This is an optimization exercise on Yosys and OpenROAD, whose aim is a short achievable clock period and few clock cycles per item, not a production implementation.
The RTL was checked by simulation tests, not by an equivalence proof against the original design.
Power figures rest on the tool's default switching activity, not on a simulated workload.

==> flow/design.v <==
module ksih_keydec (
    input  wire [7:0] addr,
    output reg  [4:0] data
);
    always @(*) begin
        case (addr)
            8'hE7: data = 5'h00;
            8'h77: data = 5'h01;
            8'h7B: data = 5'h02;
            8'h7D: data = 5'h03;
            8'hB7: data = 5'h04;
            8'hBB: data = 5'h05;
            8'hBD: data = 5'h06;
            8'hD7: data = 5'h07;
            8'hDB: data = 5'h08;
            8'hDD: data = 5'h09;
            8'h7E: data = 5'h0A;
            8'hBE: data = 5'h0B;
            8'hDE: data = 5'h0C;
            8'hEE: data = 5'h0D;
            8'hED: data = 5'h0E;
            8'hEB: data = 5'h0F;
            default: data = 5'h10;
        endcase
    end
endmodule
module ksih (
    input  wire        clk,
    input  wire        rst,           
    output wire [3:0]  col_o,         
    input  wire [3:0]  row_i,         
    output wire [4:0]  out_o,         
    output wire        out_we_o,      
    input  wire        edge_i,        
    output wire        irq_o,         
    input  wire        invoke_i,      
    output wire        ret_o,         
    output wire        busy_o,        
    input  wire        hcmd_valid_i,  
    input  wire [10:0] hcmd_i,        
    output wire [7:0]  hrdata_o       
);
    localparam [3:0] PAT0 = 4'b1110, PAT1 = 4'b1101, PAT2 = 4'b1011,
                     PAT3 = 4'b0111;
    localparam [4:0] NOKEY_OUT = 5'h10;
    function [15:0] codes(input [3:0] c);
        case (c)
            PAT0:    codes = 16'hABCD;
            PAT1:    codes = 16'h369E;
            PAT2:    codes = 16'h258F;
            PAT3:    codes = 16'h1470;
            default: codes = 16'h0000;
        endcase
    endfunction
    function [3:0] rot(input [3:0] c);
        rot = {c[2:0], c[3]};
    endfunction
    reg [3:0] col_q;
    reg [4:0] out_q;
    reg       ier_q;
    reg       isr_q;
    reg       irq_q;       
    reg       busy_q;
    reg       scan_q;
    reg       fin_we_q;
    reg [3:0] pre_row_q;
    reg [3:0] pre_col_q;
    reg        me_q;       
    reg [4:0]  mres_q;     
    reg [3:0]  mcol_q;     
    reg [15:0] cr_q;       
    reg [7:0] hrdata_q;
    reg       out_we_q;
    reg       ret_q;
    wire [4:0] pre_res;
    ksih_keydec u_keydec (
        .addr ({pre_row_q, pre_col_q}),
        .data (pre_res)
    );
    wire       pre_ok   = !pre_res[4] || (pre_col_q == PAT3);
    wire       is_pat0  = (col_q == PAT0);
    wire       is_pat1  = (col_q == PAT1);
    wire       nlast    = (mcol_q == PAT3);
    wire       nend_pre = pre_ok && (rot(mcol_q) == pre_col_q);
    wire       b_me     = nlast || nend_pre;
    wire [4:0] b_mres   = nend_pre ? pre_res : NOKEY_OUT;
    wire [3:0] b_mcol   = nlast ? mcol_q : rot(mcol_q);
    wire [15:0] b_cr    = codes(mcol_q);
    wire [4:0] out_keep = (busy_q && fin_we_q) ? pre_res : out_q;
    wire [3:0]  col_d, pre_row_d, pre_col_d, mcol_d;
    wire [4:0]  out_d, mres_d;
    wire [15:0] cr_d;
    wire [7:0]  hrdata_d;
    wire ier_d, isr_d, irq_d, busy_d, scan_d, fin_we_d, me_d, out_we_d, ret_d;
    ksih_next u_next (
        .rst (rst), .row_i (row_i), .edge_i (edge_i), .invoke_i (invoke_i),
        .hcmd_valid_i (hcmd_valid_i), .hcmd_i (hcmd_i),
        .col_q (col_q), .ier_q (ier_q), .isr_q (isr_q), .busy_q (busy_q),
        .scan_q (scan_q), .fin_we_q (fin_we_q), .pre_row_q (pre_row_q),
        .pre_col_q (pre_col_q), .me_q (me_q), .mres_q (mres_q),
        .mcol_q (mcol_q), .cr_q (cr_q), .hrdata_q (hrdata_q),
        .is_pat0 (is_pat0), .is_pat1 (is_pat1), .out_keep (out_keep),
        .b_me (b_me), .b_mres (b_mres), .b_mcol (b_mcol), .b_cr (b_cr),
        .col_d (col_d), .out_d (out_d), .ier_d (ier_d), .isr_d (isr_d),
        .irq_d (irq_d), .busy_d (busy_d), .scan_d (scan_d),
        .fin_we_d (fin_we_d), .pre_row_d (pre_row_d), .pre_col_d (pre_col_d),
        .me_d (me_d), .mres_d (mres_d), .mcol_d (mcol_d), .cr_d (cr_d),
        .hrdata_d (hrdata_d), .out_we_d (out_we_d), .ret_d (ret_d)
    );
    always @(posedge clk) begin
        col_q     <= col_d;
        out_q     <= out_d;
        ier_q     <= ier_d;
        isr_q     <= isr_d;
        irq_q     <= irq_d;
        busy_q    <= busy_d;
        scan_q    <= scan_d;
        fin_we_q  <= fin_we_d;
        pre_row_q <= pre_row_d;
        pre_col_q <= pre_col_d;
        me_q      <= me_d;
        mres_q    <= mres_d;
        mcol_q    <= mcol_d;
        cr_q      <= cr_d;
        hrdata_q  <= hrdata_d;
        out_we_q  <= out_we_d;
        ret_q     <= ret_d;
    end
    assign col_o    = col_q;
    assign out_o    = out_q;
    assign out_we_o = out_we_q;
    assign irq_o    = irq_q;
    assign ret_o    = ret_q;
    assign busy_o   = busy_q;
    assign hrdata_o = hrdata_q;
endmodule
module ksih_next (
    input  wire        rst,
    input  wire [3:0]  row_i,
    input  wire        edge_i,
    input  wire        invoke_i,
    input  wire        hcmd_valid_i,
    input  wire [10:0] hcmd_i,
    input  wire [3:0]  col_q,
    input  wire        ier_q,
    input  wire        isr_q,
    input  wire        busy_q,
    input  wire        scan_q,
    input  wire        fin_we_q,
    input  wire [3:0]  pre_row_q,
    input  wire [3:0]  pre_col_q,
    input  wire        me_q,
    input  wire [4:0]  mres_q,
    input  wire [3:0]  mcol_q,
    input  wire [15:0] cr_q,
    input  wire [7:0]  hrdata_q,
    input  wire        is_pat0,
    input  wire        is_pat1,
    input  wire [4:0]  out_keep,
    input  wire        b_me,
    input  wire [4:0]  b_mres,
    input  wire [3:0]  b_mcol,
    input  wire [15:0] b_cr,
    output reg  [3:0]  col_d,
    output reg  [4:0]  out_d,
    output reg         ier_d,
    output reg         isr_d,
    output wire        irq_d,
    output reg         busy_d,
    output reg         scan_d,
    output wire        fin_we_d,
    output wire [3:0]  pre_row_d,
    output wire [3:0]  pre_col_d,
    output wire        me_d,
    output wire [4:0]  mres_d,
    output wire [3:0]  mcol_d,
    output wire [15:0] cr_d,
    output reg  [7:0]  hrdata_d,
    output reg         out_we_d,
    output reg         ret_d
);
    localparam [2:0] OP_WRCOL = 3'd0, OP_RDCMB = 3'd1, OP_WROUT = 3'd2,
                     OP_ISTAT = 3'd3, OP_IDIS  = 3'd4, OP_ICLR  = 3'd5,
                     OP_IEN   = 3'd6;
    localparam [3:0] PAT0 = 4'b1110, PAT1 = 4'b1101, PAT2 = 4'b1011;
    localparam [4:0] NOKEY_OUT = 5'h10;
    wire [3:0] m;                        
    assign m[0] = (row_i == 4'b1110);
    assign m[1] = (row_i == 4'b1101);
    assign m[2] = (row_i == 4'b1011);
    assign m[3] = (row_i == 4'b0111);
    wire       hit  = |m;
    wire [3:0] code = ({4{m[0]}} & cr_q[3:0])  | ({4{m[1]}} & cr_q[7:4]) |
                      ({4{m[2]}} & cr_q[11:8]) | ({4{m[3]}} & cr_q[15:12]);
    wire [2:0] op    = hcmd_i[10:8];
    wire [7:0] arg   = hcmd_i[7:0];
    wire host  = !busy_q && hcmd_valid_i && !invoke_i;
    wire start = !busy_q && invoke_i;
    wire full  = isr_q | edge_i;
    wire to1   = is_pat0 && !hit;        
    wire [4:0] pre_now = hit ? {1'b0, m[0] ? 4'hE : m[1] ? 4'h9 : m[2] ? 4'h6 : 4'h3}
                             : NOKEY_OUT;
    assign pre_row_d = busy_q ? pre_row_q : row_i;
    assign pre_col_d = busy_q ? pre_col_q : col_q;
    assign fin_we_d  = full;
    assign me_d      = busy_q ? b_me   : (is_pat1 && hit);
    assign mres_d    = busy_q ? b_mres : (is_pat1 ? pre_now : NOKEY_OUT);
    assign mcol_d    = busy_q ? b_mcol : (to1 ? PAT2 : PAT1);
    assign cr_d      = busy_q ? b_cr   : (to1 ? 16'h369E : 16'hABCD);
    assign irq_d     = ier_d & isr_d;
    always @(*) begin
        ier_d    = ier_q;
        isr_d    = isr_q | edge_i;
        col_d    = col_q;
        hrdata_d = hrdata_q;
        out_d    = out_keep;
        out_we_d = 1'b0;
        ret_d    = 1'b0;
        busy_d   = 1'b0;
        scan_d   = 1'b0;
        if (busy_q) begin
            busy_d   = scan_q && !hit && !me_q;
            scan_d   = scan_q && !hit && !me_q;
            ret_d    = !scan_q || hit || me_q;
            out_we_d = scan_q ? (hit || me_q) : fin_we_q;
            if (scan_q) begin
                out_d = hit ? {1'b0, code} : mres_q;
                if (!hit)
                    col_d = mcol_q;
            end
        end else if (invoke_i) begin
            busy_d = 1'b1;
            scan_d = full && !(is_pat0 && hit);
            ier_d  = full;
            isr_d  = 1'b0;
            if (full)
                col_d = to1 ? PAT1 : PAT0;
        end else if (hcmd_valid_i) begin
            case (op)
                OP_WRCOL: col_d = arg[3:0];
                OP_RDCMB: hrdata_d = {row_i, col_q};
                OP_WROUT: begin
                    out_d    = arg[4:0];
                    out_we_d = 1'b1;
                end
                OP_ISTAT: hrdata_d = {7'b0, isr_q};
                OP_IDIS:  if (arg[0]) ier_d = 1'b0;
                OP_ICLR:  if (arg[0]) isr_d = edge_i;
                OP_IEN:   if (arg[0]) ier_d = 1'b1;
                default:  ;
            endcase
        end
        if (rst) begin
            col_d    = 4'b1111;
            ier_d    = 1'b0;
            isr_d    = 1'b0;
            hrdata_d = 8'h00;
            out_we_d = 1'b0;
            ret_d    = 1'b0;
            busy_d   = 1'b0;
            scan_d   = 1'b0;
        end
    end
endmodule
==> flow/run.sh <==
#!/bin/bash
# synth_recipe.tcl (not shown) runs the flow's synth.tcl, then flattens the netlist and writes it again
# the make line also repeats each setting of config.mk as NAME=value (left out here)
make -C /OpenROAD-flow-scripts/flow DESIGN_CONFIG=/design/flow/config.mk WORK_HOME=/design/flow/orfs CLKGATE_MAP_FILE= SYNTH_SCRIPT=/design/flow/synth_recipe.tcl finish
==> flow/config.mk <==
export PLATFORM = sky130hd
export DESIGN_NAME = ksih
export DESIGN_NICKNAME = ksih
export VERILOG_FILES = /design/flow/design.v
export SDC_FILE = /design/flow/constraint.sdc
export NUM_CORES = 4
export LEC_CHECK = 0
export CAP_MARGIN = 20
export CORE_MARGIN = 2
export CORE_UTILIZATION = 40
export SETUP_SLACK_MARGIN = 3.5
export SLEW_MARGIN = 20
export SYNTH_HIERARCHICAL = 1
export SYNTH_MINIMUM_KEEP_SIZE = 0
==> flow/constraint.sdc <==
create_clock -name core_clock -period 5.0 [get_ports {clk}]
set_input_delay 1.0000 -clock core_clock [delete_from_list [all_inputs] [get_ports {clk}]]
set_output_delay 1.0000 -clock core_clock [all_outputs]
set_load 0.01 [all_outputs]
==> results of run 1 <==
registers in the layout, summed over array words and instances, names as in the netlist:
| signal | flops |
|---|---|
| mres_q | 5 |
| col_q | 4 |
| hrdata_q | 8 |
| out_we_q | 1 |
| busy_q | 1 |
| out_q | 5 |
| pre_col_q | 4 |
| isr_q | 1 |
| irq_q | 1 |
| cr_q | 16 |
| ier_q | 1 |
| fin_we_q | 1 |
| scan_q | 1 |
| ret_q | 1 |
| pre_row_q | 4 |
| me_q | 1 |
| mcol_q | 4 |
routing by layer:
layer | up-vias | GRT usage | part of all wire
met5 | - | 0 | 0
met4 | 0 | 0.0785 | 0.016
met3 | 12 | 0.0399 | 0.053
met2 | 83 | 0.330 | 0.48
met1 | 1405 | 0.279 | 0.45
li1 | 1441 | - | -
power groups by stage:
stage	clock network, W	logic (W)	registers (W)
floorplan	0	0.000209	0.000549
global placement	0	0.000243	0.000570
detailed placement	0	0.000246	0.000571
CTS	0.000483	0.000293	0.000558
global route	0.000506	0.000358	0.000566
finish	0.000473	0.000333	0.000561
cell usage after synthesis, types with 6 or more instances:
cell type	number	area, µm²
sky130_fd_sc_hd__dfxtp_1	59	1180
sky130_fd_sc_hd__nand2_1	39	146
sky130_fd_sc_hd__a21oi_1	23	115
sky130_fd_sc_hd__inv_1	15	56.3
sky130_fd_sc_hd__mux2_2	15	169
sky130_fd_sc_hd__nor2_1	15	56.3
sky130_fd_sc_hd__buf_6	13	146
sky130_fd_sc_hd__clkbuf_1	12	45.0
sky130_fd_sc_hd__nand2b_1	12	75.1
sky130_fd_sc_hd__o21ai_0	12	60.1
sky130_fd_sc_hd__nor3_1	10	50.1
sky130_fd_sc_hd__nor2b_1	8	50.1
sky130_fd_sc_hd__nor3b_1	8	60.1
sky130_fd_sc_hd__a22oi_1	7	52.6
sky130_fd_sc_hd__nand3_1	7	35.0
sky130_fd_sc_hd__nand3b_1	7	52.6
sky130_fd_sc_hd__xor2_1	7	61.3
sky130_fd_sc_hd__a21o_1	6	45.0
per-stage QoR:
step / cells / setup slack (ns) / hold WS [ns]
after floorplan: 371 / 2.48 / 0.438
after global placement: 481 / 1.65 / 0.438
after detailed placement: 481 / 1.67 / 0.446
after CTS: 523 / 2.93 / 0.470
after global routing: 538 / 2.88 / 0.475
final: 538 / 2.91 / 0.458
layout make-up:
type	instances	area, µm²
Clock buffer	10	138
Clock inverter	5	76.3
Fill cell	714	3460
Inverter	15	56.3
Multi-Input combinational cell	264	2190
Sequential cell	59	1240
Tap cell	105	131
Timing Repair Buffer	80	798
modules after synthesis, one instance, submodules excluded:
module | flops+latches | copies in the design
ksih | 59 | 1
ksih_next | 0 | 1
ksih_keydec | 0 | 1
timing repair:
| item | 4_1_cts | 5_1_grt |
|---|---|---|
| setup buffers | 27 | 14 |
| setup endpoints to repair | 67 | 63 |
| gates resized for setup | 237 | 49 |
| gates cloned | 0 | 1 |
| pin swaps | 21 | 23 |
worst paths after layout:
| check | start | to | slack (ns) | cells past startpoint |
|---|---|---|---|---|
| worst min-delay path | hrdata_q[7] | hrdata_q[7] | 0.46 | 2 |
| worst min register to register | hrdata_q[7] | hrdata_q[7] | 0.46 | 2 |
| worst max register to register | pre_col_q[2] | out_q[4] | 2.96 | 9 |
| worst max-delay path | row_i[2] | col_q[0] | 2.91 | 6 |
kinds of logic (layout without fill, tap and decap cells):
family / after synthesis / in the layout / share of synthesized area
and+or+nand+nor: 148 / 148 / 0.263
AOI/OAI and AO/OA: 80 / 80 / 0.164
DFF: 59 / 59 / 0.359
buffers and inverters: 48 / 110 / 0.0950
muxes: 19 / 19 / 0.0650
xor gates and xnor gates: 16 / 16 / 0.0540
other: 1 / 1 / 0.00114
critical path, delay by kind of cell:
family | cells | cell delay (ns)
multiplexers | 1 | 0.30
AND/OR/NAND/NOR | 2 | 0.55
buffers and inverters | 1 | 0.12
AO/OA/AOI/OAI | 2 | 0.35
==> load_flow_metrics.sql, run 1 <==
INSERT INTO impl_metrics (metric_group, metric, value, unit) VALUES
('floorplan', 'ios', '41', ''),
('detailed_routing', 'post_drt_wl_per_cell', '17.0', 'µm'),
('floorplan', 'floorplan.die.height', '94.7', 'µm'),
('clock_tree', 'clk-insertion-delay-late', '0.34', 'ns'),
('finish', 'drive_above_1_share', '0.508', ''),
('logic_synthesis', 'synth.avg_cell_area', '8.88', 'µm²'),
('worst_setup_path', 'critical_path.max_stage_delay', '0.41', 'ns'),
('logic_synthesis', 'synth_seq_area_share', '0.359', ''),
('timing', 'shortest_clock_period_the_worst_path_allows_after_layout', '2.09', 'ns'),
('timing', 'setup_viol_count_final', '0', ''),
('timing', 'timing_max_transition_violations_final', '0', ''),
('floorplan', 'initial_utilization', '0.407', ''),
('status', 'run_status', 'no timing/DRC/antenna violations', ''),
('global_route', 'vias_in_the_first_global_route', '2658', ''),
('finish', 'syn_to_final_growth', '40.7', '%'),
('power_and_ir_drop', 'pwr_total', '0.00137', 'W'),
('global_route', 'grt_pass1_wl', '14000', 'µm'),
('logic_synthesis', 'syn_area', '3290', 'µm²'),
('hold_path', 'timing.hold.worst.class', 'reg -> reg', ''),
('logic_synthesis', 'number_of_storage_elements_in_the_synthesis_netlist', '59', ''),
('finish', 'final_nets', '449', ''),
('clock_tree', 'htreeDepth', '3', ''),
('detailed_routing', 'antenna_left', '0', ''),
('timing', 'max_clock_freq', '478', 'MHz'),
('clock_tree', 'tritoncts_clock_tree', 'done', ''),
('timing', 'fin_crit_sh', '0.419', ''),
('timing', 'timing.setup.tns', '0', 'ns'),
('power_and_ir_drop', 'power_leakage', '1.83', 'nW'),
('logic_synthesis', 'netlist-cell-type-count', '64', ''),
('detailed_routing', 'wirelength', '9140', 'µm'),
('clock_tree', 'tritoncts_num_sinks', '59', ''),
('power_and_ir_drop', 'power-per-cell-area', '295', 'nW/µm²'),
('timing', 'tightest_slew', '0.531', 'ns'),
('placement', 'gp_routability_congestion', '0.933', ''),
('flow_run', 'maxCapViolCount', '0', ''),
('global_route', 'grt_max_degree', '59', ''),
('worst_setup_path', 'criticalPathCategory', 'in -> reg', ''),
('global_route', 'gr-total-overflow', '0', ''),
('power_and_ir_drop', 'power_share_of_the_clock_group', '0.346', ''),
('finish', 'final_util', '0.572', ''),
('placement', 'hpwlAfterDp', '5630', 'µm'),
('detailed_routing', 'vias_post_dr', '2941', ''),
('logic_synthesis', 'yosys_warnings', '9', ''),
('finish', 'final_common_cell', 'sky130_fd_sc_hd__buf_4', ''),
('worst_setup_path', 'startpoint_type_of_the_worst_setup_path', 'input port', ''),
('placement', 'number_of_input_and_output_port_buffers_inserted', '37', ''),
('floorplan', 'placeableCoreArea', '8090', 'µm²'),
('global_route', 'global_router_s_overall_resource_usage', '0.208', ''),
('worst_setup_path', 'worst-endpoint-required', '5.23', 'ns'),
('floorplan', 'fp.dieArea', '8970', 'µm²'),
('worst_setup_path', 'critical_path.endpoint_type', 'flop', ''),
('timing', 'skew', '0.00908', 'ns'),
('worst_setup_path', 'crit_slowest_cell', 'sky130_fd_sc_hd__or3_4', ''),
('logic_synthesis', 'synth-main-ff-cell', 'sky130_fd_sc_hd__dfxtp_1', ''),
('timing', 'timing_hold_violations_final', '0', ''),
('detailed_routing', 'drt_pass1_iterations', '4', ''),
('timing', 'max_slew_margin', '0.641', ''),
('power_and_ir_drop', 'power_frac_seq', '0.410', ''),
('power_and_ir_drop', 'power.ir.vdd_worst', '0.000175', 'V'),
('clock_tree', 'max-clock-path-buffers', '2', ''),
('finish', 'antenna_cells_inserted', '0', ''),
('clock_tree', 'cts.clk_slew.worst_paths', '0.06', 'ns'),
('detailed_routing', 'drtIter0Drc', '179', ''),
('placement', 'place_area', '3660', 'µm²'),
('clock_tree', 'cts_inserted_buffers', '9', ''),
('detailed_routing', 'vias_per_cell', '5.47', ''),
('worst_setup_path', 'path_cells', 'buf_12, or2b_1, o21ai_1, or3_4, mux2_4, a221o_1', ''),
('clock_tree', 'ctsRootBufferMaster', 'sky130_fd_sc_hd__clkbuf_8', ''),
('clock_tree', 'holdBufCountCts', '0', ''),
('power_and_ir_drop', 'switching_share', '0.280', ''),
('power_and_ir_drop', 'netSwitchingPower', '0.000384', 'W');
Testbench counts, summed over its fixed seeds: cycles 10,537, runs 3,200.
==> run 2: changes to the inputs <==
--- a/flow/config.mk
+++ b/flow/config.mk
@@ -5,6 +5,7 @@
 export SDC_FILE = /design/flow/constraint.sdc
 export NUM_CORES = 4
 export LEC_CHECK = 0
+export ABC_AREA = 1
 export CAP_MARGIN = 20
 export CORE_MARGIN = 2
 export CORE_UTILIZATION = 40
==> load_flow_metrics.sql, run 2 <==
INSERT INTO impl_metrics (metric_group, metric, value, unit) VALUES
('timing', 'skew', '0.0102', 'ns'),
('logic_synthesis', 'synth.avg_cell_area', '6.23', 'µm²'),
('logic_synthesis', 'synthSimpleGateAreaFrac', '0.449', ''),
('status', 'run_status', 'no timing/DRC/antenna violations', ''),
('finish', 'multi_input_comb_area', '2250', 'µm²'),
('worst_setup_path', 'criticalPathCategory', 'reg -> out', ''),
('clock_tree', 'tritoncts_clock_tree', 'done', ''),
('finish', 'drive_above_1_share', '0.486', ''),
('timing', 'fin_crit_sh', '0.386', ''),
('logic_synthesis', 'async_reset_ff_frac', '0', ''),
('logic_synthesis', 'number_of_storage_elements_in_the_synthesis_netlist', '59', ''),
('finish', 'most_frequent_cells_in_the_layout', '137 x sky130_fd_sc_hd__nand2_1, 44 x sky130_fd_sc_hd__nand2_2, 40 x sky130_fd_sc_hd__buf_4', ''),
('placement', 'hpwlAfterDp', '6260', 'µm'),
('timing', 'setup_viol_count_final', '0', ''),
('logic_synthesis', 'yosysMostFrequentCell', 'sky130_fd_sc_hd__nand2_1', ''),
('detailed_routing', 'post_drt_wl_per_cell', '15.4', 'µm'),
('detailed_routing', 'vias_post_dr', '3480', ''),
('logic_synthesis', 'synth_top_family_by_area', 'simple AND/OR/NAND/NOR gates', ''),
('worst_setup_path', 'critical_path.endpoint_type', 'output pin', ''),
('worst_setup_path', 'worstReg2RegStart', 'busy_q', ''),
('floorplan', 'ios', '41', ''),
('logic_synthesis', 'syn_area', '3130', 'µm²'),
('floorplan', 'fp.dieArea', '8550', 'µm²'),
('logic_synthesis', 'netlist-cell-type-count', '28', ''),
('worst_setup_path', 'critPathTopFamily', 'flip-flops', ''),
('logic_synthesis', 'synth_top_cells_by_count', '191 x sky130_fd_sc_hd__nand2_1, 59 x sky130_fd_sc_hd__dfxtp_1, 53 x sky130_fd_sc_hd__inv_1', ''),
('finish', 'final_common_cell', 'sky130_fd_sc_hd__nand2_1', ''),
('finish', 'antenna_cells_inserted', '0', ''),
('logic_synthesis', 'yosys_warnings', '9', ''),
('logic_synthesis', 'synth_edf_count', '0', ''),
('finish', 'final_nets', '614', ''),
('clock_tree', 'cts_inserted_buffers', '9', ''),
('floorplan', 'initial_utilization', '0.410', ''),
('logic_synthesis', 'synthMuxAreaShare', '0', ''),
('finish', 'top_regs', 'cr_q x16, hrdata_q x8', ''),
('global_route', 'global_router_s_overall_resource_usage', '0.253', ''),
('clock_tree', 'max-clock-path-buffers', '2', ''),
('worst_setup_path', 'cp.arrival', '0.93', 'ns'),
('timing', 'timing.setup.tns', '0', 'ns'),
('detailed_routing', 'drt_pass1_iterations', '4', ''),
('detailed_routing', 'wirelength', '10800', 'µm'),
('logic_synthesis', 'synth_top_area_cell', 'sky130_fd_sc_hd__dfxtp_1', ''),
('timing', 'worst_hold_slack', '0.439', 'ns'),
('detailed_routing', 'vias_per_cell', '4.96', ''),
('clock_tree', 'htreeDepth', '3', ''),
('worst_setup_path', 'r2r_cells', '8', ''),
('flow_run', 'maxCapViolCount', '0', ''),
('finish', 'fill_cells', '625', ''),
('worst_setup_path', 'path_cells', 'buf_12, buf_6', ''),
('timing', 'timing_max_transition_violations_final', '0', ''),
('worst_setup_path', 'crit_slowest_cell', 'sky130_fd_sc_hd__dfxtp_4', ''),
('hold_path', 'timing.hold.worst.start', 'mres_q[4]', ''),
('timing', 'max_clock_freq', '518', 'MHz'),
('clock_tree', 'tritoncts_num_sinks', '59', ''),
('finish', 'syn_to_final_growth', '66.3', '%'),
('global_route', 'grt_max_degree', '28', ''),
('floorplan', 'die_x', '92.5', 'µm'),
('hold_path', 'min_to', 'out_q[4]', ''),
('clock_tree', 'clk-insertion-delay-late', '0.35', 'ns'),
('logic_synthesis', 'synth_adder_area_share', '0', ''),
('finish', 'sequential_cell_area', '1250', 'µm²'),
('worst_setup_path', 'crit_buf_inv', '2', ''),
('worst_setup_path', 'critical_path.max_stage_delay', '0.35', 'ns'),
('detailed_routing', 'post-route-drc-count', '0', ''),
('worst_setup_path', 'worst_reg2reg_path_endpoint', 'hrdata_q[0]', ''),
('floorplan', 'rows', '32', ''),
('hold_path', 'holdPathStages', '2', ''),
('logic_synthesis', 'ys_top_cells_by_area', 'sky130_fd_sc_hd__dfxtp_1 38%, sky130_fd_sc_hd__nand2_1 23%, sky130_fd_sc_hd__inv_1 6.4%', ''),
('hold_path', 'timing.hold.worst.class', 'reg -> reg', ''),
('clock_tree', 'cts.clk_slew.worst_paths', '0.07', 'ns'),
('global_route', 'grt_pass1_wl', '16600', 'µm'),
('worst_setup_path', 'worst-endpoint-required', '4.00', 'ns'),
('logic_synthesis', 'synth_xor_area_frac', '0', ''),
('timing', 'timing_hold_violations_final', '0', ''),
('placement', 'number_of_input_and_output_port_buffers_inserted', '37', ''),
('logic_synthesis', 'postSynthNetCount', '523', ''),
('logic_synthesis', 'synthDominantCellAreaShare', '0.377', ''),
('global_route', 'gr-total-overflow', '0', ''),
('worst_setup_path', 'critPathMaxFanout', '2', ''),
('clock_tree', 'holdBufCountCts', '0', ''),
('logic_synthesis', 'postSynthCellCount', '503', ''),
('detailed_routing', 'antenna_left', '0', ''),
('power_and_ir_drop', 'power_leakage', '2.48', 'nW'),
('global_route', 'vias_in_the_first_global_route', '3385', ''),
('power_and_ir_drop', 'power.ir.vdd_worst', '0.000172', 'V'),
('floorplan', 'floorplan.die.height', '92.5', 'µm'),
('finish', 'largest_register_ffs', '16', ''),
('logic_synthesis', 'synth-main-ff-cell', 'sky130_fd_sc_hd__dfxtp_1', ''),
('power_and_ir_drop', 'power-per-cell-area', '317', 'nW/µm²'),
('timing', 'unrepaired_setup_endpoints_after_global_routing', 'yes', ''),
('floorplan', 'placeableCoreArea', '7650', 'µm²'),
('worst_setup_path', 'startpoint_type_of_the_worst_setup_path', 'flop', ''),
('placement', 'gp_routability_congestion', '0.831', ''),
('timing', 'shortest_clock_period_the_worst_path_allows_after_layout', '1.93', 'ns'),
('detailed_routing', 'drtIter0Drc', '187', ''),
('global_route', 'grt_antenna_before_repair', '0', ''),
('finish', 'registers.top_by_ff_count', 'cr_q', ''),
('worst_setup_path', 'reg2reg_setup_slack', '3.39', 'ns'),
('logic_synthesis', 'synth_seq_area_share', '0.377', ''),
('logic_synthesis', 'synth-compound-area-share', '0.0839', ''),
('clock_tree', 'ctsRootBufferMaster', 'sky130_fd_sc_hd__clkbuf_8', '');
==> run 2: cell count changes after synthesis, sizes merged, moves of 8 or more <==
cell	delta
buf	-15
inv	+45
mux2	-16
nand2	+156
nand2b	-12
nand3	+31
nor2	+47
nor2b	-8
nor3b	-9
o21ai	+9
xnor2	-9
==> run 2: logic make-up after synthesis <==
logic type	after synthesis
simple gates	322
buf+inv	73
flops	59
compound gates	48
other cells	1
==> run 2: stage by stage <==
| stage | setup slack, ns | total power (W) | std cells | cell area (µm²) | util |
|---|---|---|---|---|---|
| 2_1_floorplan | 3.11 | 0.000772 | 503 | 3380 | - |
| 3_3_place_gp | 2.00 | 0.000879 | 630 | 3830 | 0.501 |
| 3_5_place_dp | 2.02 | 0.000883 | 630 | 3830 | 0.501 |
| 4_1_cts | 3.06 | 0.00161 | 692 | 4920 | 0.644 |
| 5_1_grt | 3.05 | 0.00172 | 701 | 5210 | 0.681 |
| 6_report | 3.07 | 0.00165 | 701 | 5210 | 0.681 |
==> run 2: area by class of cell <==
class,count,share of cell area
Timing Repair Buffer,91,0.187
Inverter,60,0.0620
Multi-Input combinational cell,371,0.432
Timing Repair inverter,2,0.00264
Tap cell,102,0.0245
Clock inverter,4,0.0231
Clock buffer,12,0.0298
Sequential cell,59,0.239
==> run 2: per-layer routing <==
metal,vias to the layer above,share of wire,track usage
met4,0,0.016,0.112
li1,1755,-,-
met5,-,0,0
met2,81,0.49,0.406
met3,12,0.046,0.0456
met1,1632,0.45,0.333
==> run 2: worst max-delay path by stage <==
stage	end	start	slack, ns	cells after the start
2_1_floorplan	hrdata_q[0]	invoke_i	3.11	4
3_3_place_gp	busy_q	row_i[1]	2.00	9
3_5_place_dp	busy_q	row_i[1]	2.02	9
4_1_cts	busy_o	busy_q	3.06	2
5_1_grt	busy_o	busy_q	3.05	2
6_report	busy_o	busy_q	3.07	2
==> run 2: Yosys stat by module (local to each module, per instance) <==
module / cell area [µm²] / cells
ksih: 1490 / 133
ksih_keydec: 294 / 68
ksih_next: 1350 / 302
==> run 2: worst reg2reg max path: cells and delay by family (launching register included) <==
| kind | cells | cell delay [ns] |
|---|---|---|
| buf+inv | 5 | 0.70 |
| compound gates | 2 | 0.19 |
| flops | 1 | 0.35 |
| simple gates | 1 | 0.25 |
==> run 2: power breakdown <==
part	switching [W]	total, W	internal, W
Combinational	0.000252	0.000455	0.000203
Sequential	0.0000486	0.000578	0.000529
Clock	0.000206	0.000616	0.000409
==> run 2: timing repair <==
| action | 4_1_cts | 5_1_grt |
|---|---|---|
| gates resized for setup | 300 | 69 |
| setup buffers | 42 | 9 |
| cloned | 4 | 0 |
| endpoints found under the hold margin | 0 | 0 |
| pin swaps | 59 | 59 |
| setup endpoints to repair | 73 | 62 |
==> run 3: changes to the inputs <==
--- a/flow/design.v
+++ b/flow/design.v
@@ -72,6 +72,9 @@
     reg [7:0] hrdata_q;
     reg       out_we_q;
     reg       ret_q;
+    reg       busy_oq;
+    reg [3:0] col_oq;
+    reg [4:0] out_oq;
     wire [4:0] pre_res;
     ksih_keydec u_keydec (
         .addr ({pre_row_q, pre_col_q}),
@@ -87,11 +90,11 @@
     wire [3:0] b_mcol   = nlast ? mcol_q : rot(mcol_q);
     wire [15:0] b_cr    = codes(mcol_q);
     wire [4:0] out_keep = (busy_q && fin_we_q) ? pre_res : out_q;
-    wire [3:0]  col_d, pre_row_d, pre_col_d, mcol_d;
-    wire [4:0]  out_d, mres_d;
+    wire [3:0]  col_d, col_od, pre_row_d, pre_col_d, mcol_d;
+    wire [4:0]  out_d, out_od, mres_d;
     wire [15:0] cr_d;
     wire [7:0]  hrdata_d;
-    wire ier_d, isr_d, irq_d, busy_d, scan_d, fin_we_d, me_d, out_we_d, ret_d;
+    wire ier_d, isr_d, irq_d, busy_d, busy_od, scan_d, fin_we_d, me_d, out_we_d, ret_d;
     ksih_next u_next (
         .rst (rst), .row_i (row_i), .edge_i (edge_i), .invoke_i (invoke_i),
         .hcmd_valid_i (hcmd_valid_i), .hcmd_i (hcmd_i),
@@ -105,7 +108,8 @@
         .irq_d (irq_d), .busy_d (busy_d), .scan_d (scan_d),
         .fin_we_d (fin_we_d), .pre_row_d (pre_row_d), .pre_col_d (pre_col_d),
         .me_d (me_d), .mres_d (mres_d), .mcol_d (mcol_d), .cr_d (cr_d),
-        .hrdata_d (hrdata_d), .out_we_d (out_we_d), .ret_d (ret_d)
+        .hrdata_d (hrdata_d), .out_we_d (out_we_d), .ret_d (ret_d),
+        .busy_od (busy_od), .col_od (col_od), .out_od (out_od)
     );
     always @(posedge clk) begin
         col_q     <= col_d;
@@ -125,13 +129,16 @@
         hrdata_q  <= hrdata_d;
         out_we_q  <= out_we_d;
         ret_q     <= ret_d;
+        busy_oq   <= busy_od;
+        col_oq    <= col_od;
+        out_oq    <= out_od;
     end
-    assign col_o    = col_q;
-    assign out_o    = out_q;
+    assign col_o    = col_oq;
+    assign out_o    = out_oq;
     assign out_we_o = out_we_q;
     assign irq_o    = irq_q;
     assign ret_o    = ret_q;
-    assign busy_o   = busy_q;
+    assign busy_o   = busy_oq;
     assign hrdata_o = hrdata_q;
 endmodule
 module ksih_next (
@@ -177,7 +184,10 @@
     output wire [15:0] cr_d,
     output reg  [7:0]  hrdata_d,
     output reg         out_we_d,
-    output reg         ret_d
+    output reg         ret_d,
+    output wire        busy_od,
+    output wire [3:0]  col_od,
+    output wire [4:0]  out_od
 );
     localparam [2:0] OP_WRCOL = 3'd0, OP_RDCMB = 3'd1, OP_WROUT = 3'd2,
                      OP_ISTAT = 3'd3, OP_IDIS  = 3'd4, OP_ICLR  = 3'd5,
@@ -205,9 +215,12 @@
     assign fin_we_d  = full;
     assign me_d      = busy_q ? b_me   : (is_pat1 && hit);
     assign mres_d    = busy_q ? b_mres : (is_pat1 ? pre_now : NOKEY_OUT);
-    assign mcol_d    = busy_q ? b_mcol : (to1 ? PAT2 : PAT1);
-    assign cr_d      = busy_q ? b_cr   : (to1 ? 16'h369E : 16'hABCD);
+    assign mcol_d    = busy_q ? b_mcol : (is_pat0 ? PAT2 : PAT1);
+    assign cr_d      = busy_q ? b_cr   : (is_pat0 ? 16'h369E : 16'hABCD);
     assign irq_d     = ier_d & isr_d;
+    assign busy_od   = busy_d;
+    assign col_od    = col_d;
+    assign out_od    = out_d;
     always @(*) begin
         ier_d    = ier_q;
         isr_d    = isr_q | edge_i;
--- a/flow/config.mk
+++ b/flow/config.mk
@@ -9,6 +9,9 @@
 export CAP_MARGIN = 20
 export CORE_MARGIN = 2
 export CORE_UTILIZATION = 40
+export CTS_BUF_LIST = sky130_fd_sc_hd__clkbuf_16
+export CTS_CLUSTER_DIAMETER = 100
+export CTS_CLUSTER_SIZE = 40
 export SETUP_SLACK_MARGIN = 3.5
 export SLEW_MARGIN = 20
 export SYNTH_HIERARCHICAL = 1
==> load_flow_metrics.sql, run 3 <==
INSERT INTO impl_metrics (metric_group, metric, value, unit) VALUES
('power_and_ir_drop', 'power.ir.vdd_worst', '0.000190', 'V'),
('finish', 'most_frequent_cells_in_the_layout', '139 x sky130_fd_sc_hd__nand2_1, 49 x sky130_fd_sc_hd__dfxtp_1, 36 x sky130_fd_sc_hd__inv_1', ''),
('logic_synthesis', 'yosys_warnings', '9', ''),
('detailed_routing', 'vias_post_dr', '3386', ''),
('finish', 'final_util', '0.617', ''),
('logic_synthesis', 'syn_area', '3390', 'µm²'),
('worst_setup_path', 'startpoint_type_of_the_worst_setup_path', 'input port', ''),
('timing', 'skew', '0.00548', 'ns'),
('clock_tree', 'cts_inserted_buffers', '9', ''),
('power_and_ir_drop', 'power-per-cell-area', '329', 'nW/µm²'),
('floorplan', 'ios', '41', ''),
('logic_synthesis', 'number_of_storage_elements_in_the_synthesis_netlist', '69', ''),
('timing', 'max_clock_freq', '561', 'MHz'),
('timing', 'setup_ws', '3.22', 'ns'),
('floorplan', 'die_x', '96.1', 'µm'),
('detailed_routing', 'vias_per_cell', '4.91', ''),
('placement', 'placement.setup.worst_slack', '2.14', 'ns'),
('logic_synthesis', 'synthDominantCellAreaShare', '0.407', ''),
('power_and_ir_drop', 'power_share_of_the_clock_group', '0.363', ''),
('timing', 'unrepaired_setup_endpoints_after_global_routing', 'yes', ''),
('finish', 'final_nets', '600', ''),
('floorplan', 'rows', '33', ''),
('finish', 'antenna_cells_inserted', '0', ''),
('worst_setup_path', 'criticalPathCategory', 'in -> reg', ''),
('finish', 'fill_cells', '718', ''),
('status', 'run_status', 'no timing/DRC/antenna violations', ''),
('detailed_routing', 'wirelength', '9520', 'µm'),
('hold_path', 'timing.hold.worst.class', 'reg -> reg', ''),
('finish', 'syn_to_final_growth', '49.5', '%'),
('timing', 'fin_crit_sh', '0.357', ''),
('worst_setup_path', 'critPathMaxFanout', '6', ''),
('worst_setup_path', 'worst-endpoint-required', '5.21', 'ns'),
('finish', 'sequential_cell_area', '1420', 'µm²'),
('timing', 'timing_max_transition_violations_final', '0', ''),
('finish', 'multi_input_comb_area', '2200', 'µm²'),
('detailed_routing', 'drtIter0Drc', '139', ''),
('timing', 'shortest_clock_period_the_worst_path_allows_after_layout', '1.78', 'ns'),
('global_route', 'grt_max_degree', '42', ''),
('placement', 'hpwlAfterDp', '6110', 'µm'),
('timing', 'max_slew_margin', '0.627', ''),
('floorplan', 'floorplan.die.height', '96.1', 'µm'),
('global_route', 'global_router_s_overall_resource_usage', '0.215', ''),
('placement', 'gp_routability_congestion', '0.837', ''),
('clock_tree', 'tritoncts_clock_tree', 'done', ''),
('placement', 'number_of_input_and_output_port_buffers_inserted', '37', ''),
('detailed_routing', 'post_drt_wl_per_cell', '13.8', 'µm'),
('power_and_ir_drop', 'power_frac_seq', '0.403', ''),
('clock_tree', 'tritoncts_num_sinks', '69', ''),
('finish', 'top_regs', 'cr_q x16, hrdata_q x8', ''),
('finish', 'largest_register_ffs', '16', ''),
('logic_synthesis', 'synth_top_area_cell', 'sky130_fd_sc_hd__dfxtp_1', ''),
('logic_synthesis', 'synth-main-ff-cell', 'sky130_fd_sc_hd__dfxtp_1', ''),
('worst_setup_path', 'cp.arrival', '1.99', 'ns'),
('logic_synthesis', 'postSynthCellCount', '513', ''),
('worst_setup_path', 'critical_path.endpoint_type', 'flop', ''),
('floorplan', 'initial_utilization', '0.413', ''),
('finish', 'final_common_cell', 'sky130_fd_sc_hd__nand2_1', ''),
('logic_synthesis', 'synth_seq_area_share', '0.407', ''),
('detailed_routing', 'antenna_left', '0', ''),
('global_route', 'grt_pass1_wl', '15100', 'µm'),
('finish', 'drive_above_1_share', '0.424', ''),
('timing', 'timing.setup.tns', '0', 'ns'),
('clock_tree', 'htreeDepth', '3', ''),
('logic_synthesis', 'ys_top_cells_by_area', 'sky130_fd_sc_hd__dfxtp_1 41%, sky130_fd_sc_hd__nand2_1 20%, sky130_fd_sc_hd__nand3_1 5.9%', ''),
('flow_run', 'maxCapViolCount', '0', ''),
('floorplan', 'fp.dieArea', '9240', 'µm²'),
('timing', 'timing_hold_violations_final', '0', ''),
('power_and_ir_drop', 'netSwitchingPower', '0.000504', 'W'),
('floorplan', 'placeableCoreArea', '8220', 'µm²'),
('detailed_routing', 'drt_pass1_iterations', '5', ''),
('logic_synthesis', 'synth_top_cells_by_count', '179 x sky130_fd_sc_hd__nand2_1, 69 x sky130_fd_sc_hd__dfxtp_1, 47 x sky130_fd_sc_hd__nor2_1', ''),
('power_and_ir_drop', 'power_leakage', '2.41', 'nW'),
('logic_synthesis', 'postSynthNetCount', '533', ''),
('logic_synthesis', 'async_reset_ff_frac', '0', ''),
('placement', 'dp_cells', '634', ''),
('logic_synthesis', 'synth_edf_count', '0', ''),
('timing', 'tightest_slew', '0.558', 'ns'),
('power_and_ir_drop', 'comb_power_share', '0.234', ''),
('finish', 'registers.top_by_ff_count', 'cr_q', ''),
('global_route', 'grt_antenna_before_repair', '0', ''),
('power_and_ir_drop', 'switching_share', '0.302', ''),
('clock_tree', 'max-clock-path-buffers', '2', ''),
('global_route', 'gr-total-overflow', '0', ''),
('timing', 'setup_viol_count_final', '0', ''),
('logic_synthesis', 'yosysMostFrequentCell', 'sky130_fd_sc_hd__nand2_1', ''),
('finish', 'final_cell_count_no_fill', '690', ''),
('clock_tree', 'clk-insertion-delay-late', '0.33', 'ns'),
('detailed_routing', 'post-route-drc-count', '0', ''),
('power_and_ir_drop', 'internal_power', '0.00116', 'W'),
('clock_tree', 'ctsRootBufferMaster', 'sky130_fd_sc_hd__clkbuf_16', ''),
('clock_tree', 'cts.clk_slew.worst_paths', '0.05', 'ns'),
('logic_synthesis', 'synth.avg_cell_area', '6.62', 'µm²'),
('logic_synthesis', 'netlist-cell-type-count', '31', ''),
('global_route', 'vias_in_the_first_global_route', '3313', '');
-- run 3: cell types whose count changed after synthesis, moves of 2 or more --
cell                       change
sky130_fd_sc_hd__nand2_1      -12
sky130_fd_sc_hd__buf_4        +10
sky130_fd_sc_hd__dfxtp_1      +10
sky130_fd_sc_hd__nor3_1        -8
sky130_fd_sc_hd__inv_1         -7
sky130_fd_sc_hd__nand3b_1      +5
sky130_fd_sc_hd__inv_2         +4
sky130_fd_sc_hd__buf_2         -3
sky130_fd_sc_hd__nand3_1       +3
sky130_fd_sc_hd__o21ai_1       +3
sky130_fd_sc_hd__clkbuf_1      +2
sky130_fd_sc_hd__nor2_1        +2
-- run 3: power groups by stage --
stage	clock [W]	sequential, W	combinational, W
after floorplan	0	0.000667	0.000209
after global placement	0	0.000670	0.000288
after detailed placement	0	0.000671	0.000291
after CTS	0.000618	0.000665	0.000358
after global routing	0.000642	0.000678	0.000433
final	0.000606	0.000671	0.000391
-- run 3: metrics by stage --
stage,area (µm²),hold WS (ns),total power [W]
finish,5070,0.469,0.00167
floorplan,3510,0.457,0.000876
detailed placement,3890,0.459,0.000963
CTS,4830,0.469,0.00164
global placement,3890,0.455,0.000958
global route,5070,0.486,0.00175
-- run 3: cell type report --
class,instances,share of cell area
Multi-Input combinational cell,366,0.433
Clock inverter,7,0.0116
Sequential cell,69,0.281
Clock buffer,9,0.0444
Tap cell,105,0.0259
Inverter,57,0.0550
Timing Repair Buffer,77,0.150
-- run 3: final timing paths --
path | from | to | slack [ns] | cells past startpoint
max reg2reg | pre_row_q[2] | out_q[4] | 3.39 | 12
max | row_i[0] | col_q[0] | 3.22 | 8
min reg2reg | hrdata_q[6] | hrdata_q[6] | 0.47 | 2
min | hrdata_q[6] | hrdata_q[6] | 0.47 | 2
-- run 3: cell families (layout without fill, tap and decap cells) --
family / Yosys count / after routing / share of synthesized area
buffers and inverters: 79 / 150 / 0.101
AOI/OAI and AO/OA: 53 / 53 / 0.0855
DFF: 69 / 69 / 0.407
and+or+nand+nor: 311 / 312 / 0.405
other: 1 / 1 / 0.00110
-- run 3: layer usage --
metal,track usage,up-vias,wire length [µm],share of wire
li1,-,1743,-,-
met1,0.257,1563,4040,0.42
met2,0.372,69,4860,0.51
met3,0.0493,11,459,0.048
met4,0.0821,0,167,0.018
met5,0,-,0,0
-- run 3: worst max-delay path: stages --
cell and delay, ns:
sky130_fd_sc_hd__buf_12 0.13, sky130_fd_sc_hd__nand4_1 0.21, sky130_fd_sc_hd__nand2_8 0.09, sky130_fd_sc_hd__buf_12 0.13, sky130_fd_sc_hd__nor2_4 0.13, sky130_fd_sc_hd__nand3b_1 0.10
sky130_fd_sc_hd__nand3_1 0.11, sky130_fd_sc_hd__nand3_1 0.08
-- run 3: what timing repair did --
| action | CTS | global route |
|---|---|---|
| cloned | 1 | 0 |
| pin swaps | 75 | 40 |
| hold buffers | 0 | 0 |
| setup buffers | 31 | 8 |
| setup endpoints to repair | 76 | 68 |
| resized for setup | 306 | 48 |
-- run 3: Yosys stat by module, one instance, submodules excluded --
module | cells inside | flip-flops and latches | copies in the design
ksih_next | 302 | 0 | 1
ksih_keydec | 68 | 0 | 1
ksih | 143 | 69 | 1
Testbench counts of run 3, summed over its fixed seeds: cycles 10,537, runs 3,200.
==> run 4: changes to the inputs <==
--- a/flow/config.mk
+++ b/flow/config.mk
@@ -9,9 +9,6 @@
 export CAP_MARGIN = 20
 export CORE_MARGIN = 2
 export CORE_UTILIZATION = 40
-export CTS_BUF_LIST = sky130_fd_sc_hd__clkbuf_16
-export CTS_CLUSTER_DIAMETER = 100
-export CTS_CLUSTER_SIZE = 40
 export SETUP_SLACK_MARGIN = 3.5
 export SLEW_MARGIN = 20
 export SYNTH_HIERARCHICAL = 1
==> load_flow_metrics.sql, run 4 <==
INSERT INTO impl_metrics (metric_group, metric, value, unit) VALUES
('status', 'run_status', 'no timing/DRC/antenna violations', ''),
('power_and_ir_drop', 'comb_power_share', '0.265', ''),
('global_route', 'globalRouteMet1Util', '0.261', ''),
('logic_synthesis', 'synthDominantCellAreaShare', '0.407', ''),
('finish', 'top_regs', 'cr_q x16, hrdata_q x8', ''),
('clock_tree', 'tritoncts_num_sinks', '69', ''),
('power_and_ir_drop', 'pwr_total', '0.00152', 'W'),
('clock_tree', 'max-clock-path-buffers', '2', ''),
('power_and_ir_drop', 'power_share_of_the_clock_group', '0.295', ''),
('finish', 'multi_input_comb_area', '2200', 'µm²'),
('power_and_ir_drop', 'power_frac_seq', '0.440', ''),
('detailed_routing', 'post-route-drc-count', '0', ''),
('global_route', 'grt_pass1_wl', '15200', 'µm'),
('clock_tree', 'ctsRootBufferMaster', 'sky130_fd_sc_hd__clkbuf_8', ''),
('clock_tree', 'htreeDepth', '3', ''),
('clock_tree', 'cts.clk_slew.worst_paths', '0.07', 'ns'),
('finish', 'syn_to_final_growth', '49.3', '%'),
('detailed_routing', 'drt_pass1_iterations', '4', ''),
('finish', 'post-route-cell-area', '5070', 'µm²'),
('timing', 'skew', '0.0103', 'ns'),
('placement', 'placement.setup.worst_slack', '2.14', 'ns'),
('worst_setup_path', 'crit_start', 'row_i[3]', ''),
('flow_run', 'maxCapViolCount', '0', '');
run 4: cell counts after synthesis:
No cell type changed its count.
run 4: area by class of cell:
class,instances,share of cell area
Clock buffer,12,0.0286
Clock inverter,4,0.00938
Inverter,57,0.0565
Multi-Input combinational cell,366,0.433
Sequential cell,69,0.282
Tap cell,105,0.0259
Timing Repair Buffer,83,0.165
run 4: through the flow:
step	util	instances
6_report	0.617	696
5_1_grt	0.617	696
4_1_cts	0.578	682
3_5_place_dp	0.473	634
3_3_place_gp	0.473	634
2_1_floorplan	-	513
run 4: kinds of logic (layout without fill, tap and decap cells):
group / after synthesis / in the layout / share of synthesized area
simple gates: 311 / 312 / 0.405
buf+inv: 79 / 156 / 0.101
flops: 69 / 69 / 0.407
compound gates: 53 / 53 / 0.0855
other cells: 1 / 1 / 0.00110
run 4: power groups by stage:
stage | Sequential, W | Clock [W] | Combinational (W)
5_1_grt | 0.000676 | 0.000485 | 0.000443
2_1_floorplan | 0.000667 | 0 | 0.000209
3_5_place_dp | 0.000671 | 0 | 0.000291
4_1_cts | 0.000664 | 0.000462 | 0.000358
3_3_place_gp | 0.000670 | 0 | 0.000288
6_report | 0.000669 | 0.000449 | 0.000403
run 4: path summary, 6_finish.rpt:
kind                               endpoint  slack, ns  cells past startpoint
worst max register to register    out_oq[4]       3.41                     12
worst min register to register  hrdata_q[6]       0.47                      2
worst min-delay path            hrdata_q[6]       0.47                      2
worst max-delay path               out_we_q       3.20                      9
run 4: what timing repair did:
item                                    4_1_cts  5_1_grt
cloned                                        1        0
pin swaps                                    71       45
gates resized for setup                     303       64
endpoints found under the setup margin       76       68
buffers inserted                             31       14
run 4: per-layer routing:
| layer | up-vias | part of all wire |
|---|---|---|
| li1 | 1760 | - |
| met1 | 1579 | 0.43 |
| met2 | 87 | 0.50 |
| met3 | 19 | 0.048 |
| met4 | 0 | 0.022 |
| met5 | - | 0 |
run 4: modules after synthesis, one instance, submodules excluded:
module	flops+latches	copies in the design	cells
ksih_next	0	1	302
ksih	69	1	143
ksih_keydec	0	1	68
run 4: worst min-delay path: stages (launching register included):
cell and delay (ns):
sky130_fd_sc_hd__dfxtp_2 0.33, sky130_fd_sc_hd__nand2_1 0.06, sky130_fd_sc_hd__a21oi_1 0.05

## afterwards: timing with drivers on the ports
The flow's constraints put no driver on any port. The routed layouts listed below were extracted and timed again, unchanged, in two steps. Step 1, drivers: a clkbuf_16 drives clk and a buf_2 each remaining input, both assumed. Step 2 times the ports against the registers' clock, not the clock port: input delays grow and output delays shrink by t, the midpoint of the rising clock arrivals with the driver on. Three values: ideal ports, drivers, drivers and shift; two values: the first two.
run | shift t [ns] | setup WS [ns] | worst slew at a driven data input, ns | pins driven straight from the clock port
run 1 | 0.367 | 2.907 / 2.886 / 2.519 | 0.06 | 1
run 2 | 0.385 | 3.069 / 3.034 / 2.785 | 0.07 | 1
run 3 | 0.365 | 3.217 / 3.190 / 2.838 | 0.07 | 1
run 4 | 0.370 | 3.203 / 3.173 / 2.803 | 0.07 | 1
After both steps setup and hold are still met in every run listed. For run 4, which loses most, drivers alone change the setup slack by -0.030 ns; drivers and shift together by -0.400 ns.
